This design comes from an exercise in tuning for a short achievable clock period and few clock cycles on the open sky130 flow, not from production work.
Power is estimated from default activity; no workload was simulated.

==> inputs of run a <==
// wbt_lz_decoder
module wbt_lz_decoder (
    input  wire        clk,
    input  wire        rst,
    input  wire        start,
    input  wire        clear,
    /*verilator lint_off UNUSEDSIGNAL*/
    input  wire [3:0]  cfg_format,    
    /*verilator lint_on UNUSEDSIGNAL*/
    input  wire        cfg_image,
    input  wire [15:0] cfg_base_len,
    input  wire [15:0] cfg_stride,
    input  wire [15:0] cfg_in_len,
    input  wire [15:0] cfg_out_len,
    output reg         in_rd_en,
    output reg  [15:0] in_addr,
    input  wire [7:0]  in_rdata,
    output reg         out_we,
    output reg  [15:0] out_waddr,
    output reg  [7:0]  out_wdata,
    output reg         out_rd_en,
    output reg  [15:0] out_raddr,
    input  wire [7:0]  out_rdata,
    output wire [1:0]  state,
    output wire [1:0]  err_kind,
    output wire [3:0]  err_cause,
    output wire [16:0] in_pos,
    output wire [15:0] out_pos,
    output wire [7:0]  bit_buf,
    output wire [3:0]  bit_cnt
);
clock: 6.0 ns
lec_check: 0
abc_clock_period_in_ps: 2500
cap_margin: 20
core_margin: 2
core_utilization: 40
setup_slack_margin: 3.0
slew_margin: 20
tns_end_percent: 20
run.sh (not shown) runs the stock make flow with config.mk's settings and CLKGATE_MAP_FILE= SYNTH_SCRIPT=/design/flow/synth_recipe.tcl, a recipe that flattens the netlist after the stock synthesis.
==> run b: changes against run a <==
--- a/flow/design.v
+++ b/flow/design.v
@@ -64,26 +64,28 @@
     reg [15:0] in_len;
     reg [1:0]  ctx_base;        
     reg [16:0] plen;            
     reg [16:0] alignp;          
     wire [18:0] b19 = {3'b0, blen};
     wire [18:0] s19 = {3'b0, stride};
     reg  [18:0] b3_r, b5_r, b7_r, smb_r, spb_r, sp2b_r;
+    reg         wide;       
     reg  [18:0] oct0, oct1, oct2, oct3, oct4, oct5, oct6, oct7;
     always @(posedge clk) begin
         b3_r   <= b19 + (b19 << 1);
         b5_r   <= b19 + (b19 << 2);
         b7_r   <= (b19 << 3) - b19;
         smb_r  <= s19 - b19;
         spb_r  <= s19 + b19;
         sp2b_r <= s19 + (b19 << 1);
         oct0 <= b19;
         oct1 <= b19 << 1;
         oct2 <= b3_r;
-        if (b5_r < s19) begin
+        wide <= (b5_r < s19);
+        if (wide) begin
             oct3 <= smb_r;
             oct4 <= s19;
             oct5 <= spb_r;
             oct6 <= sp2b_r;
             oct7 <= s19 << 1;
         end else begin
             oct3 <= b19 << 2;
@@ -201,14 +203,34 @@
     wire e_load   = !e_valid || e_last;
     wire q_pop    = e_load && !q_empty;
     wire sg_to_e  = e_load && q_empty && sg_valid;
     wire sg_to_q  = sg_valid && !sg_to_e && (!q_full || q_pop);
     wire sg_free  = !sg_valid || sg_to_e || sg_to_q;
     wire [QW-1:0] q_head = qm[qrp];
     wire [QW-1:0] e_in   = q_empty ? sg : q_head;
+    always @(posedge clk) begin
+        s2_lit    <= s1_lit;
+        s2_byte   <= s1_byte;
+        s2_fwd1   <= s1_fwd1;
+        s2_fwd2   <= s1_fwd2;
+        s2_dst    <= s1_dst;
+        s1_lit    <= e_lit;
+        s1_byte   <= e_byte;
+        s1_fwd1   <= e_fwd1;
+        s1_fwd2   <= e_fwd2;
+        s1_dst    <= e_dst;
+        out_raddr <= e_src;
+        if (e_load) begin
+            {e_last, e_lit, e_byte, e_src, e_len, e_fwd1, e_fwd2} <= e_in;
+        end else begin
+            e_last <= (e_len == 16'd2);
+            e_len  <= e_len - 16'd1;
+            e_src  <= e_src + 16'd1;
+        end
+    end
     wire pipe_empty = !sg_valid && q_empty && !e_valid && !s1_valid && !s2_valid;
     reg        take_bit;        
     reg        take_raw;        
     reg        take_hi;         
     reg        err;
     reg [1:0]  ek;
     reg [3:0]  ec;
@@ -371,43 +393,61 @@
     wire pgt1 = (blen[15:1] != 15'd0) && (ulen[15:1] != 15'd0);
     wire b_lt_u = (blen < ulen);
     wire [16:0] ip_p1 = ip + 17'd1;
     wire [16:0] ip_p2 = ip + 17'd2;
     always @(posedge clk) begin
         in_rd_en  <= 1'b0;
         out_rd_en <= 1'b0;
-        out_we    <= 1'b0;
         rd_pend   <= in_rd_en;
         rd_tag    <= (in_addr17 < {1'b0, in_len});
-        if (rst) begin
-            st       <= ST_IDLE;
-            ekind    <= 2'd0;
-            ecause   <= 4'd0;
-            ip       <= 17'd0;
-            pcur     <= 16'd0;
-            bbuf     <= 8'd0;
-            bcnt     <= 4'd0;
-            ps       <= (1 << I_END);
-            pdone    <= 1'b0;
-            err_pend <= 1'b0;
-            fv       <= 4'd0;
-            rp       <= 4'b0001;
-            wp       <= 2'd0;
-            pop_r    <= 2'd0;
-            align_r  <= 1'b0;
-            rd_pend  <= 1'b0;
-            sg_valid <= 1'b0;
-            qcnt     <= 4'd0;
-            qwp      <= 3'd0;
-            qrp      <= 3'd0;
-            e_valid  <= 1'b0;
-            e_last   <= 1'b0;
-            s1_valid <= 1'b0;
-            s2_valid <= 1'b0;
-        end else if (busy) begin
+        out_we <= s2_valid && busy && !err_pend && !rst;
+        if (s2_valid) begin
+            out_waddr <= s2_dst;
+            out_wdata <= s2_lit  ? s2_byte :
+                         s2_fwd1 ? out_wdata :
+                         s2_fwd2 ? hist2 : out_rdata;
+            hist2     <= out_wdata;
+        end
+        if (!busy) begin
+            one_byte  <= cfg_format[3];
+            use_ctx   <= cfg_format[0] & cfg_image;
+            blen      <= cfg_image ? cfg_base_len : 16'd1;
+            ctx_base  <= (cfg_base_len != 16'd1) ? 2'd1 : 2'd2;
+            stride    <= cfg_stride;
+            ulen      <= cfg_out_len;
+            in_len    <= cfg_in_len;
+            rem       <= cfg_out_len;
+            rz        <= (cfg_out_len == 16'd0);
+            r1        <= (cfg_out_len == 16'd1);
+            bz        <= 1'b1;
+            bc1       <= 1'b0;
+            bit_avail <= 1'b0;
+            rb_avail  <= 1'b0;
+            hb_avail  <= 1'b0;
+            fv        <= 4'd0;
+            rp        <= 4'b0001;
+            wp        <= 2'd0;
+            pop_r     <= 2'd0;
+            align_r   <= 1'b0;
+            rd_pend   <= 1'b0;
+            sg_valid  <= 1'b0;
+            qcnt      <= 4'd0;
+            qwp       <= 3'd0;
+            qrp       <= 3'd0;
+            e_valid   <= 1'b0;
+            s1_valid  <= 1'b0;
+            s2_valid  <= 1'b0;
+            e_dst     <= 16'd0;
+            pdone     <= 1'b0;
+            err_pend  <= 1'b0;
+            ps        <= (1 << I_INIT);
+            in_addr   <= 16'd0;
+            in_addr17 <= 17'd0;
+        end
+        if (busy) begin
             if (ps[I_INIT]) begin
                 plen     <= b_lt_u ? {1'b0, blen} : {1'b0, ulen};
                 pre_rem  <= b_lt_u ? blen : ulen;
                 pz       <= (blen == 16'd0) || (ulen == 16'd0);
                 alignp   <= b_lt_u ? (({1'b0, blen} + 17'd3) & ~17'd3)
                                    : (({1'b0, ulen} + 17'd3) & ~17'd3);
                 in_rd_en  <= 1'b1;
@@ -515,97 +555,46 @@
             if (sg_to_q) begin
                 qm[qwp] <= sg;
                 qwp <= qwp + 3'd1;
             end
             if (q_pop) qrp <= qrp + 3'd1;
             qcnt <= qcnt + {3'd0, sg_to_q} - {3'd0, q_pop};
             s2_valid  <= s1_valid;
-            s2_lit    <= s1_lit;
-            s2_byte   <= s1_byte;
-            s2_fwd1   <= s1_fwd1;
-            s2_fwd2   <= s1_fwd2;
-            s2_dst    <= s1_dst;
             s1_valid  <= e_valid;
-            s1_lit    <= e_lit;
-            s1_byte   <= e_byte;
-            s1_fwd1   <= e_fwd1;
-            s1_fwd2   <= e_fwd2;
-            s1_dst    <= e_dst;
             out_rd_en <= e_valid && !e_lit;
-            out_raddr <= e_src;
             if (e_valid) e_dst <= e_dst + 16'd1;
-            if (e_load) begin
-                e_valid <= !q_empty || sg_valid;
-                {e_last, e_lit, e_byte, e_src, e_len, e_fwd1, e_fwd2} <= e_in;
-            end else begin
-                e_last <= (e_len == 16'd2);
-                e_len  <= e_len - 16'd1;
-                e_src  <= e_src + 16'd1;
-            end
+            if (e_load) e_valid <= !q_empty || sg_valid;
             if (err_pend) begin
                 st     <= ST_ERROR;
                 ekind  <= ek_r;
                 ecause <= ec_r;
             end else if (pdone && pipe_empty) begin
                 st <= ST_DONE;
             end
         end else if (start) begin
-            one_byte <= cfg_format[3];
-            use_ctx  <= cfg_format[0] & cfg_image;
-            blen     <= cfg_image ? cfg_base_len : 16'd1;
-            ctx_base <= (cfg_base_len != 16'd1) ? 2'd1 : 2'd2;
-            stride   <= cfg_stride;
-            ulen     <= cfg_out_len;
-            in_len   <= cfg_in_len;
-            rem      <= cfg_out_len;
-            rz       <= (cfg_out_len == 16'd0);
-            r1       <= (cfg_out_len == 16'd1);
             ip       <= 17'd0;
             pcur     <= 16'd0;
             bbuf     <= 8'd0;
             bcnt     <= 4'd0;
-            bz       <= 1'b1;
-            bc1      <= 1'b0;
-            bit_avail <= 1'b0;
-            rb_avail  <= 1'b0;
-            hb_avail  <= 1'b0;
-            fv       <= 4'd0;
-            rp       <= 4'b0001;
-            wp       <= 2'd0;
-            pop_r    <= 2'd0;
-            align_r  <= 1'b0;
-            rd_pend  <= 1'b0;
-            sg_valid <= 1'b0;
-            qcnt     <= 4'd0;
-            qwp      <= 3'd0;
-            qrp      <= 3'd0;
-            e_valid  <= 1'b0;
-            e_last   <= 1'b0;
-            s1_valid <= 1'b0;
-            s2_valid <= 1'b0;
-            e_dst    <= 16'd0;
-            pdone    <= 1'b0;
-            err_pend <= 1'b0;
-            ps        <= (1 << I_INIT);
-            in_rd_en  <= 1'b1;
-            in_addr   <= 16'd0;
-            in_addr17 <= 17'd0;
-            st        <= bad_param ? ST_ERROR : ST_BUSY;
-            ekind     <= bad_param ? K_CORRUPT : 2'd0;
-            ecause    <= bad_param ? C_BAD_PARAM : 4'd0;
+            in_rd_en <= 1'b1;
+            st       <= bad_param ? ST_ERROR : ST_BUSY;
+            ekind    <= bad_param ? K_CORRUPT : 2'd0;
+            ecause   <= bad_param ? C_BAD_PARAM : 4'd0;
         end else if (clear) begin
             if (st == ST_DONE || st == ST_ERROR) begin
                 st     <= ST_IDLE;
                 ekind  <= 2'd0;
                 ecause <= 4'd0;
             end
         end
-        if (!rst && s2_valid && busy && !err_pend) begin
-            out_we    <= 1'b1;
-            out_waddr <= s2_dst;
-            out_wdata <= s2_lit  ? s2_byte :
-                         s2_fwd1 ? out_wdata :
-                         s2_fwd2 ? hist2 : out_rdata;
-            hist2     <= out_wdata;
+        if (rst) begin
+            st       <= ST_IDLE;
+            ekind    <= 2'd0;
+            ecause   <= 4'd0;
+            ip       <= 17'd0;
+            pcur     <= 16'd0;
+            bbuf     <= 8'd0;
+            bcnt     <= 4'd0;
+            in_rd_en <= 1'b0;
         end
     end
 endmodule
==> flow/flow/run.sh (new file) <==
#!/bin/bash
# The standard layout (standard.sh, unchanged synthesis), with two
# settings changed: port buffers are buf_4 cells instead of the smallest
# buffer, and timing repair may resize cells to any footprint.
export BUFFER_PORTS_ARGS="-buffer_cell sky130_fd_sc_hd__buf_4"
bash standard.sh MATCH_CELL_FOOTPRINT=0 finish > standard_run.log 2>&1
==> flow/standard.sh (new file) <==
#!/bin/bash
# synth_recipe.tcl (not shown) runs the flow's synth.tcl, then flattens the netlist and writes it again
# the make line also repeats each setting of config.mk as NAME=value (left out here)
make -C /OpenROAD-flow-scripts/flow DESIGN_CONFIG=/design/flow/config.mk WORK_HOME=/design/flow/orfs CLKGATE_MAP_FILE= SYNTH_SCRIPT=/design/flow/synth_recipe.tcl "${@:-finish}"
ABC_CLOCK_PERIOD_IN_PS = 2200   (was 2500)
SETUP_SLACK_MARGIN = 3.5   (was 3.0)
removed: flow/run.sh
==> notes.md <==
* R2R Setup Slk at 2810 ps
* Status: finished clean
* Multi-input gate area at 24600 µm²
* Sequential share of cell area at 0.469
* Starting Density at 0.404
* Slowest stage delay, CP at 530 ps
* Pwr dens at 285 nW/µm²
* Vias per std cell at 5.54
* Placed cell area at 62500 µm²
* Detailed Place HPWL at 112000 µm
* Post-CTS Setup Bufs at 23
* Rel. slew slack at 0.211
* Dpl ws at 1860 ps
* Post-synth top cells: edfxtp_1, nor2_1, nand2_1
The numbers above come from run a.

==> notes.md <==
* Async SR Flop Fraction at 0
* Rel. slew slack at 0.358
* Starting Density at 0.402
* Slew Viols, Final at 0
* Slowest stage delay, CP at 420 ps
* Status: finished clean
* R2R Setup Slk at 2980 ps
* Multi-input gate area at 26000 µm²
* Pwr dens at 338 nW/µm²
* Sequential share of cell area at 0.442
* Placed cell area at 60500 µm²
* Dpl ws at 2140 ps
* Vias per std cell at 5.48
The numbers above come from run b.

Function was not checked in any run of this note: the RTL went through the layout flow alone.

-- what the ideal ports hide --
No port has a modelled driver above. Below, the same layouts with a new extraction and two added sets of constraints. Step 1 sets driving cells, clkbuf_16 on the clock port and buf_2 on the other inputs (assumed; they add their load-dependent delay and slew). Step 2 moves the port delays by t, midway between the first and last clock arrival at a register: inputs arrive t later, outputs are due t later. That takes back most of the time a late clock gives input paths. a / b / c = ideal ports / drivers / drivers and shift; a / b = the first two.
run | t (ns) | setup WS [ns] | cell pins on the clock port's net
run a | 0.854 | 2.810 / 2.764 / 2.316 | 1
run b | 0.846 | 2.984 / 2.984 / 2.984 | 1
After both steps every run listed still meets setup and hold. The setup slack of run a, which loses most, moves by -0.046 ns with the drivers and by -0.494 ns with both steps.
